Background: an optimization exercise with open tools, aiming at small area, a short achievable clock period and few clock cycles per item. Do not read the settings as production practice. Only simulation tests tie the RTL to the original design; equivalence was not proved. Power is estimated from default activity; no workload was simulated.

==> module geohash_enc, before the edit <==
module geohash_enc (
    input  wire        clk,
    input  wire        rst,
    input  wire        in_valid,
    output wire        in_ready,
    input  wire [63:0] in_lat,
    input  wire [63:0] in_lng,
    input  wire [6:0]  in_bits,
    output wire        out_valid,
    input  wire        out_ready,
    output wire [63:0] out_hash
);
    reg         en;                         
    reg  [52:0] ma0, mg0;                   
    reg  [5:0]  na0, ng0;                   
    reg         ta0, tg0;                   
    reg         sa0, sg0, sla0, slg0, za0, zg0;
    reg  [6:0]  bits0;
    reg         v0, sdone, ir;
    reg  [36:0] DaA, DgA;
    reg  [5:0]  fa_A, fg_A;                 
    reg         c17a, c17g;
    reg  [6:0]  bitsA;
    reg         vA;
    reg  [43:0] YaB, YgB;
    reg  [6:0]  fa_B, fg_B;                 
    reg  [6:0]  bitsB;
    reg         vB;
    reg  [20:0] Ha, Hg;
    reg  [15:0] Lsa, Lsg;
    reg  [2:0]  cina, cing;
    reg  [2:0]  fa_C, fg_C;                 
    reg  [6:0]  bitsC;
    reg         vC;
    reg  [63:0] oq, kq;
    reg         ov, kv;
    function [2:0] cls;             
        input [10:0] ev;
        input [10:0] er;
        begin
            cls = {(ev > er) && (ev <= er + 11'd63),
                   (ev > er + 11'd63),
                   (ev < er - 11'd63)};
        end
    endfunction
    wire [2:0] ka = cls(in_lat[62:52], 11'h405);
    wire [2:0] kg = cls(in_lng[62:52], 11'h406);
    wire [5:0] sha = ta0 ? 6'd63 : 6'd5 - na0;
    wire [5:0] shg = tg0 ? 6'd63 : 6'd6 - ng0;
    wire [5:0] dsa = na0 - 6'd5;
    wire [5:0] dsg = ng0 - 6'd6;
    wire sla = sla0, slg = slg0;
    wire [36:0] Da, Dg;
    wire        c17a_n, c17g_n, loza, lozg, lo1a, lo1g, lo1ha, lo1hg;
    ghe_fadd u_aa (.sv(sa0), .mv(ma0), .n(sha), .D(Da), .c17(c17a_n),
        .loz(loza), .lo1(lo1a), .lo1h(lo1ha));
    ghe_fadd u_ag (.sv(sg0), .mv(mg0), .n(shg), .D(Dg), .c17(c17g_n),
        .loz(lozg), .lo1(lo1g), .lo1h(lo1hg));
    wire [43:0] Ya, Yg;
    ghe_mul91 u_ba (.D(DaA), .c17(c17a), .Y(Ya));
    ghe_mul91 u_bg (.D(DgA), .c17(c17g), .Y(Yg));
    wire [20:0] Ha_n, Hg_n;
    wire [15:0] Lsa_n, Lsg_n;
    wire [2:0]  cina_n, cing_n;
    ghe_dsum u_ca (.Y(YaB), .sv(fa_B[3]), .loz(fa_B[0]), .lo1(fa_B[1]),
        .lo1h(fa_B[2]), .qhi(fa_B[6]), .H(Ha_n), .Ls(Lsa_n), .e(cina_n));
    ghe_dsum u_cg (.Y(YgB), .sv(fg_B[3]), .loz(fg_B[0]), .lo1(fg_B[1]),
        .lo1h(fg_B[2]), .qhi(fg_B[6]), .H(Hg_n), .Ls(Lsg_n), .e(cing_n));
    wire [31:0] fca, fcg;
    ghe_fin u_da (.H(Ha), .Ls(Lsa), .e(cina), .sv(fa_C[0]), .zero(fa_C[1]),
        .code(fca));
    ghe_fin u_dg (.H(Hg), .Ls(Lsg), .e(cing), .sv(fg_C[0]), .zero(fg_C[1]),
        .code(fcg));
    localparam [36:0] K31 = 37'd45 << 31;
    wire qhia = (DaA >= K31) || (c17a && DaA == K31 - 37'd1);
    wire qhig = (DgA >= K31) || (c17g && DgA == K31 - 37'd1);
    wire        sbusy, sfin;
    wire [31:0] sca, scg;
    wire        hold0 = v0 && (sla || slg) && !sdone;
    wire        inflight = (vA && (fa_A[5] || fg_A[5])) ||
                           (vB && (fa_B[5] || fg_B[5])) ||
                           (vC && (fa_C[2] || fg_C[2]));
    wire        sstart = hold0 && !sbusy && !sfin && !inflight;
    ghe_slow u_slow (.clk(clk), .rst(rst), .start(sstart), .do_a(sla),
        .do_g(slg), .sa(sa0), .fra(ma0[51:0]), .da(dsa),
        .sg(sg0), .frg(mg0[51:0]), .dg(dsg), .busy(sbusy), .fin(sfin),
        .code_a(sca), .code_g(scg));
    wire [31:0] ca2 = fa_C[2] ? sca : fca;
    wire [31:0] cg2 = fg_C[2] ? scg : fcg;
    wire [6:0]  bits2 = bitsC;
    reg [63:0] full;
    integer    i;
    always @* begin
        for (i = 0; i < 32; i = i + 1) begin
            full[2*i]     = ca2[i];
            full[2*i + 1] = cg2[i];
        end
    end
    wire [5:0]  rsh  = 6'd0 - bits2[5:0];
    wire [63:0] hash = (bits2 == 7'd0) ? 64'd0 : (full >> rsh);
    wire en0  = en && !hold0;
    wire push = en && vC;
    wire pop  = ov && out_ready;
    reg  kv_n;
    always @* begin
        if (pop)       kv_n = 1'b0;             
        else if (push) kv_n = kv | ov;
        else           kv_n = kv;
    end
    assign in_ready  = ir;                  
    assign out_valid = ov;
    assign out_hash  = oq;
    always @(posedge clk) begin
        if (rst) begin
            en    <= 1'b1;
            ir    <= 1'b1;
            v0    <= 1'b0;
            vA    <= 1'b0;
            vB    <= 1'b0;
            vC    <= 1'b0;
            ov    <= 1'b0;
            kv    <= 1'b0;
            sdone <= 1'b0;
        end else begin
            en <= !kv_n;
            ir <= !kv_n && !(en0 ? (in_valid && (ka[2] || kg[2]))
                                 : (hold0 && !sfin));
            if (en0) begin
                v0    <= in_valid;
                sdone <= 1'b0;
            end else if (sfin)
                sdone <= 1'b1;
            if (en) begin
                vA <= v0 && !hold0;
                vB <= vA;
                vC <= vB;
            end
            if (!ov || pop) begin
                ov <= kv || push;
                kv <= 1'b0;
            end else if (push)
                kv <= 1'b1;
        end
    end
    always @(posedge clk) begin
        if (en0) begin
            ma0   <= {in_lat[62:52] != 11'd0, in_lat[51:0]};
            mg0   <= {in_lng[62:52] != 11'd0, in_lng[51:0]};
            sa0   <= in_lat[63];
            sg0   <= in_lng[63];
            na0   <= in_lat[57:52];
            ng0   <= in_lng[57:52];
            ta0   <= ka[0];
            tg0   <= kg[0];
            sla0  <= ka[2];
            slg0  <= kg[2];
            za0   <= ka[1];
            zg0   <= kg[1];
            bits0 <= in_bits;
        end
        if (en) begin
            DaA <= Da;  DgA <= Dg;
            c17a <= c17a_n; c17g <= c17g_n;
            fa_A <= {sla0, za0, sa0, lo1ha, lo1a, loza};
            fg_A <= {slg0, zg0, sg0, lo1hg, lo1g, lozg};
            bitsA <= bits0;
            YaB <= Ya;  YgB <= Yg;
            fa_B <= {qhia, fa_A}; fg_B <= {qhig, fg_A};
            bitsB <= bitsA;
            Ha <= Ha_n;  Hg <= Hg_n;
            Lsa <= Lsa_n; Lsg <= Lsg_n;
            cina <= cina_n; cing <= cing_n;
            fa_C <= {fa_B[5:4], fa_B[3]}; fg_C <= {fg_B[5:4], fg_B[3]};
            bitsC <= bitsB;
        end
        if (!ov || pop) begin
            if (kv) oq <= kq;
            else if (push) oq <= hash;
        end else if (push)
            kq <= hash;
    end
endmodule
clock: 17.0 ns
lec_check: 0
cap_margin: 20
core_margin: 2
core_utilization: 30
setup_slack_margin: 1.0
slew_margin: 20
run.sh (not shown) runs the stock make flow with config.mk's settings and CLKGATE_MAP_FILE= SYNTH_SCRIPT=/design/flow/synth_recipe.tcl, a recipe that flattens the netlist after the stock synthesis.
Testbench counts at the start, summed over its fixed seeds: cycles 3,030, items 3,000.
==> next run, changes <==
--- a/flow/design.v
+++ b/flow/design.v
@@ -245,7 +245,6 @@
     reg         en;                         
     reg  [52:0] ma0, mg0;                   
     reg  [5:0]  na0, ng0;                   
-    reg         ta0, tg0;                   
     reg         sa0, sg0, sla0, slg0, za0, zg0;
     reg  [6:0]  bits0;
     reg         v0, sdone, ir;
@@ -266,27 +265,30 @@
     reg         vC;
     reg  [63:0] oq, kq;
     reg         ov, kv;
-    function [2:0] cls;             
+    function [8:0] cls;             
         input [10:0] ev;
         input [10:0] er;
+        reg [10:0] eve;
+        reg [11:0] nf;
+        reg        fst, slw;
         begin
-            cls = {(ev > er) && (ev <= er + 11'd63),
-                   (ev > er + 11'd63),
-                   (ev < er - 11'd63)};
+            eve = (ev == 11'd0) ? 11'd1 : ev;
+            nf  = {1'b0, er} - {1'b0, eve};
+            fst = (ev <= er);
+            slw = (ev > er) && (ev <= er + 11'd63);
+            cls = {slw, !fst && !slw, 1'b0,
+                   slw ? ev[5:0] - er[5:0] :
+                   (nf[11:6] != 6'd0) ? 6'd63 : nf[5:0]};
         end
     endfunction
-    wire [2:0] ka = cls(in_lat[62:52], 11'h405);
-    wire [2:0] kg = cls(in_lng[62:52], 11'h406);
-    wire [5:0] sha = ta0 ? 6'd63 : 6'd5 - na0;
-    wire [5:0] shg = tg0 ? 6'd63 : 6'd6 - ng0;
-    wire [5:0] dsa = na0 - 6'd5;
-    wire [5:0] dsg = ng0 - 6'd6;
+    wire [8:0] ka = cls(in_lat[62:52], 11'h405);
+    wire [8:0] kg = cls(in_lng[62:52], 11'h406);
     wire sla = sla0, slg = slg0;
     wire [36:0] Da, Dg;
     wire        c17a_n, c17g_n, loza, lozg, lo1a, lo1g, lo1ha, lo1hg;
-    ghe_fadd u_aa (.sv(sa0), .mv(ma0), .n(sha), .D(Da), .c17(c17a_n),
+    ghe_fadd u_aa (.sv(sa0), .mv(ma0), .n(na0), .D(Da), .c17(c17a_n),
         .loz(loza), .lo1(lo1a), .lo1h(lo1ha));
-    ghe_fadd u_ag (.sv(sg0), .mv(mg0), .n(shg), .D(Dg), .c17(c17g_n),
+    ghe_fadd u_ag (.sv(sg0), .mv(mg0), .n(ng0), .D(Dg), .c17(c17g_n),
         .loz(lozg), .lo1(lo1g), .lo1h(lo1hg));
     wire [43:0] Ya, Yg;
     ghe_mul91 u_ba (.D(DaA), .c17(c17a), .Y(Ya));
@@ -314,8 +316,8 @@
                            (vC && (fa_C[2] || fg_C[2]));
     wire        sstart = hold0 && !sbusy && !sfin && !inflight;
     ghe_slow u_slow (.clk(clk), .rst(rst), .start(sstart), .do_a(sla),
-        .do_g(slg), .sa(sa0), .fra(ma0[51:0]), .da(dsa),
-        .sg(sg0), .frg(mg0[51:0]), .dg(dsg), .busy(sbusy), .fin(sfin),
+        .do_g(slg), .sa(sa0), .fra(ma0[51:0]), .da(na0),
+        .sg(sg0), .frg(mg0[51:0]), .dg(ng0), .busy(sbusy), .fin(sfin),
         .code_a(sca), .code_g(scg));
     wire [31:0] ca2 = fa_C[2] ? sca : fca;
     wire [31:0] cg2 = fg_C[2] ? scg : fcg;
@@ -355,7 +357,7 @@
             sdone <= 1'b0;
         end else begin
             en <= !kv_n;
-            ir <= !kv_n && !(en0 ? (in_valid && (ka[2] || kg[2]))
+            ir <= !kv_n && !(en0 ? (in_valid && (ka[8] || kg[8]))
                                  : (hold0 && !sfin));
             if (en0) begin
                 v0    <= in_valid;
@@ -380,14 +382,12 @@
             mg0   <= {in_lng[62:52] != 11'd0, in_lng[51:0]};
             sa0   <= in_lat[63];
             sg0   <= in_lng[63];
-            na0   <= in_lat[57:52];
-            ng0   <= in_lng[57:52];
-            ta0   <= ka[0];
-            tg0   <= kg[0];
-            sla0  <= ka[2];
-            slg0  <= kg[2];
-            za0   <= ka[1];
-            zg0   <= kg[1];
+            na0   <= ka[5:0];
+            ng0   <= kg[5:0];
+            sla0  <= ka[8];
+            slg0  <= kg[8];
+            za0   <= ka[7];
+            zg0   <= kg[7];
             bits0 <= in_bits;
         end
         if (en) begin
- sequential cell count is lower by 2
- clock skew is higher by 8.2 ps
- clock-buffer cell count is higher by 9
- non-clock buffer count is lower by 24
- register-to-register slack improves by 100 ps
- wire length is lower by 9.1%
- worst hold slack hardly moves
- power is lower by 23%
- utilization stays flat
- synthesized cell count is lower by 2.7%
- die area is lower by 2.1%
- global-route usage is lower by 1.3 points
- cell area is lower by 2.2%
Testbench counts after the change, summed over its fixed seeds: cycles 3,030, items 3,000.

afterwards: timing with drivers on the ports:
The results above use ideal ports. As a check the final layouts listed here were re-extracted and re-timed, cells and wires unchanged. Step 1, drivers: a clkbuf_16 drives clk and a buf_2 each remaining input, both assumed. Step 2 moves the port delays by t, midway between the first and last clock arrival at a register: inputs arrive t later, outputs are due t later. That takes back most of the time a late clock gives input paths. a / b / c = ideal ports / drivers / drivers and shift; a / b = the first two.
run | t (ns) | setup slack, ns | hold WS [ns] | latest minus earliest clock arrival (ns)
the first run | 0.790 | 10.979 / 10.979 / 10.780 | 0.406 / 0.406 / 0.406 | 0.066 / 0.065
the second run | 0.784 | 10.830 / 10.890 / 10.106 | 0.405 / 0.405 / 0.405 | 0.073 / 0.074
After both steps setup and hold are still met in every run listed. For the second run, which loses most, drivers alone change the setup slack by +0.060 ns; drivers and shift together by -0.724 ns.
